Context: an optimization exercise on an open-source flow, tuned for small area. The choices shown serve that exercise and are no tape-out recipe.
Where RTL was checked, it was by simulation tests only, not by an equivalence proof against the original.
Power is estimated from default activity; no workload was simulated.

==> module epdl_pixbuf, before the edit <==
module epdl_pixbuf (
    input  wire       clk,
    input  wire       fill,
    input  wire       draw,
    input  wire [8:0] addr,
    input  wire [7:0] fill_byte,
    input  wire       color,
    output wire       rd
);
    reg [511:0] pbuf;
    wire [3:0] ry = addr[8:5];
    wire [4:0] cx = addr[4:0];
    wire [15:0] rowhot = 16'd1 << ry;
    wire [31:0] colhot = 32'd1 << cx;
    wire [31:0] colv;
    wire [31:0] d;
    wire [31:0] colsel = colhot | {32{fill}};
    wire [7:0]  val;
    genvar k;
    generate
        for (k = 0; k < 8; k = k + 1) begin : g_val
            assign val[k] = fill ? fill_byte[7 - k] : color;
        end
    endgenerate
    genvar i, c;
    generate
        for (c = 0; c < 32; c = c + 1) begin : g_col
            wire [15:0] bits;
            for (i = 0; i < 16; i = i + 1) begin : g_r
                assign bits[i] = pbuf[i*32 + c];
            end
            epdl_aor16 u_rd (.a(bits), .s(rowhot), .y(colv[c]));
            assign d[c] = colsel[c] ? val[c % 8] : colv[c];
        end
        for (i = 0; i < 512; i = i + 1) begin : g_bit
            always @(posedge clk)
                if (fill | (draw & rowhot[i / 32]))
                    pbuf[i] <= d[i % 32];
        end
    endgenerate
    assign rd = |(colv & colhot);
endmodule
export LEC_CHECK = 0
export CAP_MARGIN = 20
export CORE_MARGIN = 2
export CORE_UTILIZATION = 50
export CTS_BUF_LIST = sky130_fd_sc_hd__clkbuf_8
export CTS_CLUSTER_DIAMETER = 60
export CTS_CLUSTER_SIZE = 16
export SLEW_MARGIN = 20
export SYNTH_HIERARCHICAL = 1
create_clock -name core_clock -period 10.0 [get_ports {clk}]
standard.sh (not shown) runs the stock make flow with config.mk's settings and CLKGATE_MAP_FILE= SYNTH_SCRIPT=/design/flow/synth_recipe.tcl, a recipe that flattens the netlist after the stock synthesis.
==> flow/flow/run.sh <==
#!/bin/bash
# The standard layout (the standard.sh: standard synthesis unchanged,
# then ORFS floorplan .. finish), with three changes to how the layout is
# built:
#  - after the floorplan, every logic gate is replaced by the smallest cell
#    of the same function (flow/downsize.tcl); the later repair steps size
#    cells up again where slew, capacitance or timing need it;
#  - the port buffers are the smallest buffer cell;
#  - clock tree synthesis uses the clustering of config.mk and adds no
#    dummy loads.
# The standard flow's whole output is in standard.log here; ORFS's own
# per-step logs are under orfs/logs/.
set -euo pipefail
here=$(pwd)
export POST_FLOORPLAN_TCL="$here/flow/downsize.tcl"
export BUFFER_PORTS_ARGS="-buffer_cell sky130_fd_sc_hd__buf_1"
export CTS_ARGS="-sink_clustering_enable -repair_clock_nets -sink_clustering_size 16 -sink_clustering_max_diameter 60 -buf_list sky130_fd_sc_hd__clkbuf_8 -dont_use_dummy_load"
bash standard.sh > standard.log 2>&1
Other scripts of this flow, unchanged in this note and not shown: flow/flow/downsize.tcl
The starting point completed with no timing, DRC or antenna violations.
Next try:
--- a/flow/design.v
+++ b/flow/design.v
@@ -760,29 +760,21 @@
     wire [3:0] ry = addr[8:5];
     wire [4:0] cx = addr[4:0];
     wire [15:0] rowhot = 16'd1 << ry;
     wire [31:0] colhot = 32'd1 << cx;
     wire [31:0] colv;
     wire [31:0] d;
-    wire [31:0] colsel = colhot | {32{fill}};
-    wire [7:0]  val;
-    genvar k;
-    generate
-        for (k = 0; k < 8; k = k + 1) begin : g_val
-            assign val[k] = fill ? fill_byte[7 - k] : color;
-        end
-    endgenerate
     genvar i, c;
     generate
         for (c = 0; c < 32; c = c + 1) begin : g_col
             wire [15:0] bits;
             for (i = 0; i < 16; i = i + 1) begin : g_r
                 assign bits[i] = pbuf[i*32 + c];
             end
             epdl_aor16 u_rd (.a(bits), .s(rowhot), .y(colv[c]));
-            assign d[c] = colsel[c] ? val[c % 8] : colv[c];
+            assign d[c] = fill ? fill_byte[7 - (c % 8)] : (colhot[c] ? color : colv[c]);
         end
         for (i = 0; i < 512; i = i + 1) begin : g_bit
             always @(posedge clk)
                 if (fill | (draw & rowhot[i / 32]))
                     pbuf[i] <= d[i % 32];
         end
Effect: Sequential cell count is unchanged. Total power increases by 0.33%. Routed wire length increases by 1.4%. Die area hardly moves. Via count increases by 1.5%. Worst setup slack improved by 0.40 ns. Register-to-register slack improved by 0.66 ns. Count of clock-buffer cells in the layout decreases by 3. Maximum frequency increases by 4.4%. Combinational power increases by about 3%. Synthesized cell count increases by 0.42%. Synthesized area barely changes. Sequential share of layout area barely changes.
Only the layout flow was run in the second run of this note; the RTL was not checked for function there.

---

== run B ==
epdl_core, a different RTL version from the one above (not shown whole).
Size: about 630 flip-flops.
Design epdl_core, start of the top module:
module epdl_core (
    input  wire        clk,
    input  wire        rst_n,
    input  wire        op_valid,
    output wire        op_ready,
    input  wire [63:0] op_word,
    output reg         rsp_valid,
    output reg  [31:0] rsp_word,
    output reg         rsp_refused,
    output wire        cs_n,
    output wire        dc,
    output reg         epd_rst_n,
    output wire        sck,
    output wire        mosi,
    input  wire        busy
);
    localparam [7:0] THRESHOLD = 8'd7;
    localparam [31:0] SPI_HZ_DEFAULT = 32'd25000;
    localparam [7:0] OP_BUS_RESET = 8'h01, OP_BUS_INIT = 8'h02, OP_TXN_START = 8'h03,
                     OP_TXN_END = 8'h04, OP_WCMD = 8'h05, OP_WDATA = 8'h06,
                     OP_WCMD_T = 8'h07, OP_WDATA_T = 8'h08, OP_INIT = 8'h10,
                     OP_ENTER_FULL = 8'h11, OP_ENTER_PARTIAL = 8'h12,
                     OP_DRAW_PIXEL = 8'h13, OP_FILL = 8'h14, OP_UPDATE = 8'h15,
                     OP_UPDATE_PF = 8'h16, OP_IS_BUSY = 8'h17, OP_WAIT_BUSY = 8'h18,
                     OP_SET_ROTATION = 8'h19, OP_GET_PIXEL = 8'h1A, OP_READ_REG = 8'h1B,
                     OP_CLEAR_STATUS = 8'h1C;
    localparam integer F_NO_TXN = 0, F_REENTRANT = 1, F_UNMATCHED_END = 2, F_ROTATION = 3,
                       F_POWER_STATE = 4, F_WAIT_TIMEOUT = 5, F_UPDATE_DROPPED = 6,
                       F_ILLEGAL_OP = 7, F_NOT_INIT = 8, F_HAZ_BUSY = 9,
                       F_TXN_ABANDONED = 10, F_RESTORE = 11;
    localparam [3:0] SQ_PTR = 4'd0, SQ_AREA = 4'd1, SQ_LUTF = 4'd2, SQ_LUTP = 4'd3,
  ...
export LEC_CHECK = 0
export CAP_MARGIN = 20
export CORE_MARGIN = 2
export CORE_UTILIZATION = 50
export CTS_BUF_LIST = sky130_fd_sc_hd__clkbuf_8
export CTS_CLUSTER_DIAMETER = 60
export CTS_CLUSTER_SIZE = 16
export SLEW_MARGIN = 20
export SYNTH_HIERARCHICAL = 1
create_clock -name core_clock -period 10.0 [get_ports {clk}]
Scripts as last shown in full above: flow/flow/run.sh
Other scripts of this flow, unchanged in this note and not shown: flow/flow/downsize.tcl
Changes in run E relative to run B:
diff --git a/flow/design.v b/flow/design.v
--- a/flow/design.v
+++ b/flow/design.v
@@ -223,25 +223,25 @@
             4'd13: cfg_byte = {1'b1, 8'h08};
             4'd14: cfg_byte = {1'b0, 8'h11};
             default: cfg_byte = {1'b1, 8'h03};
         endcase
     endfunction
     localparam [2:0] S_IDLE = 3'd0, S_DEC_R = 3'd1, S_DEC_F = 3'd2, S_DEC_X = 3'd3,
                      S_DIV = 3'd4, S_RUN = 3'd5, S_WAITF0 = 3'd6, S_WAITF = 3'd7;
     localparam [2:0] RK_ZERO = 3'd0, RK_EM = 3'd1, RK_UPD = 3'd2, RK_UPF = 3'd3,
                      RK_WAIT = 3'd4, RK_ISB = 3'd5, RK_PIX = 3'd6, RK_REG = 3'd7;
     reg [2:0]  state;
     reg [5:0]  pc;
     reg [5:0]  pc_nxt;
-    reg [5:0]  ret_pc;
+    reg [4:0]  ret_pc;          
     wire [7:0] raw_byte = {ret_pc[4:0], fc, fb, fa};
     reg [2:0]  rk;
     reg        fa, fb, fc;      
     reg [31:0] spi_hz;
     reg [2:0]  count;
     reg        initialized;
     reg        full_mode;
     reg        power_on;
     reg [1:0]  rotation;
     reg [11:0] status;
     reg        busy_last;
     reg        busy_s1, busy_s2;
@@ -586,35 +586,36 @@
                 S_WAITF0: state <= S_WAITF;
                 S_WAITF: begin
                     if (f_done) begin
                         if (f_raw && f_kind == K_TXN) begin
                             rsp_valid <= 1'b1;
                             state     <= S_IDLE;
                         end else
                             state <= S_RUN;
                     end
                 end
                 default: state <= S_IDLE;
             endcase
+            status[F_UPDATE_DROPPED] <= 1'b0;
         end
     end
     always @(posedge clk) begin
         if (accept) begin
             rsp_refused <= 1'b0;
             rk <= RK_ZERO;
             fa <= 1'b0;
             fb <= 1'b0;
             fc <= 1'b0;
             f_kind <= K_TXN;
-            ret_pc[4:0] <= w[7:3];
+            ret_pc <= w[7:3];
             if (!legal)
                 rsp_refused <= 1'b1;
             else begin
                 case (opc)
                     OP_BUS_INIT: begin
                         if (!bus_init_go) rsp_refused <= 1'b1;
                     end
                     OP_INIT: begin
                         fa <= 1'b1;
                     end
                     OP_TXN_START, OP_WCMD_T, OP_WDATA_T: begin
                         if (txn_open) rsp_refused <= 1'b1;
@@ -661,25 +662,25 @@
         end else begin
             if (f_timeout)
                 fb <= 1'b1;
             if (state == S_RUN) begin
                     case (u_op)
                         U_TXN: begin
                             f_kind <= K_TXN;
                             f_seq  <= u_arg;
                         end
                         U_WAIT:  f_kind <= K_WAIT;
                         U_DLY:   f_kind <= K_DELAY;
                         U_POLL:  f_kind <= K_POLL;
-                        U_CALL:  ret_pc <= pc + 6'd1;
+                        U_CALL:  ret_pc <= pc[4:0] + 5'd1;
                         U_EM: begin
                             if (!(full_mode == u_arg[0] && initialized))
                                 fa <= 1'b1;
                         end
                         U_PFCHK: begin
                             if (count >= 3'd6)
                                 fa <= 1'b1;
                         end
                         default: ;
                     endcase
             end
         end
@@ -697,26 +698,26 @@
                     OP_UPDATE:        pc_nxt = PC_UPDATE;
                     OP_UPDATE_PF:     pc_nxt = PC_UPDATE_PF;
                     OP_IS_BUSY:       pc_nxt = PC_IS_BUSY;
                     default:          pc_nxt = PC_WAIT_BUSY;
                 endcase
             end
             S_DIV: pc_nxt = pc + 6'd1;
             S_RUN: begin
                 pc_nxt = pc + 6'd1;
                 case (u_op)
                     U_JMP:   if (cond) pc_nxt = u_jmp;
                     U_CALL:  pc_nxt = u_sub;
-                    U_RET:   pc_nxt = ret_pc;
-                    U_EM:    if (full_mode == u_arg[0] && initialized) pc_nxt = ret_pc;
+                    U_RET:   pc_nxt = {1'b0, ret_pc};
+                    U_EM:    if (full_mode == u_arg[0] && initialized) pc_nxt = {1'b0, ret_pc};
                     U_PFCHK: if (count < 3'd6) pc_nxt = PC_UPDATE;
                     default: ;
                 endcase
             end
             default: ;
         endcase
     end
     always @(posedge clk or negedge rst_n) begin
         if (!rst_n)
             pc <= 6'd0;
         else
             pc <= pc_nxt;
Findings:
| post-route minimum period | higher: run E |. Relative to run B, placed instance count has increased by 30 in run E. Delta (run E minus run B): non-clock buffer count was more or less identical; met2 wire length level. Setup WNS run B -> run E: worse. Summary of run E over run B: routed wire length rose 1600 um, area enclosed by the die boundary rose about 1%, switching power fell about 9%, cell count rose 30, wire length of the first global-routing pass rose about 1.2%. Relative to run B, share of the synthesized area in compound gates (AO/OA/AOI/OAI) increased by 0.74 points in run E. Run E against run B; power consumed by combinational cells is down by more than 10%.
For run E, only the layout was checked, not whether the RTL still works.

port drivers added, routing unchanged:
In the flow no input, the clock included, has a driving cell. The finished layouts below were timed again as built, in two steps. Step 1: set_driving_cell puts a clkbuf_16 on clk and a buf_2 on each other input, an assumption about the parent block. Step 2 times the ports against the registers' clock, not the clock port: input delays grow and output delays shrink by t, the midpoint of the rising clock arrivals with the driver on. a / b / c = no drivers / after step 1 / after step 2; a / b = the first two.
run | t, ns | setup slack, ns | worst setup path at the end
the first run of note 1 | 0.714 | 0.589 / 0.564 / 0.564 | input to output
the second run of note 1 | 0.716 | 0.988 / 0.967 / 0.967 | input to output
run B | 0.718 | 1.418 / 1.395 / 1.395 | input to output
run E | 0.722 | 1.089 / 1.062 / 1.062 | input to output
After both steps setup and hold are still met in every run listed. For run E, which loses most, drivers alone change the setup slack by -0.027 ns; drivers and shift together by -0.027 ns.
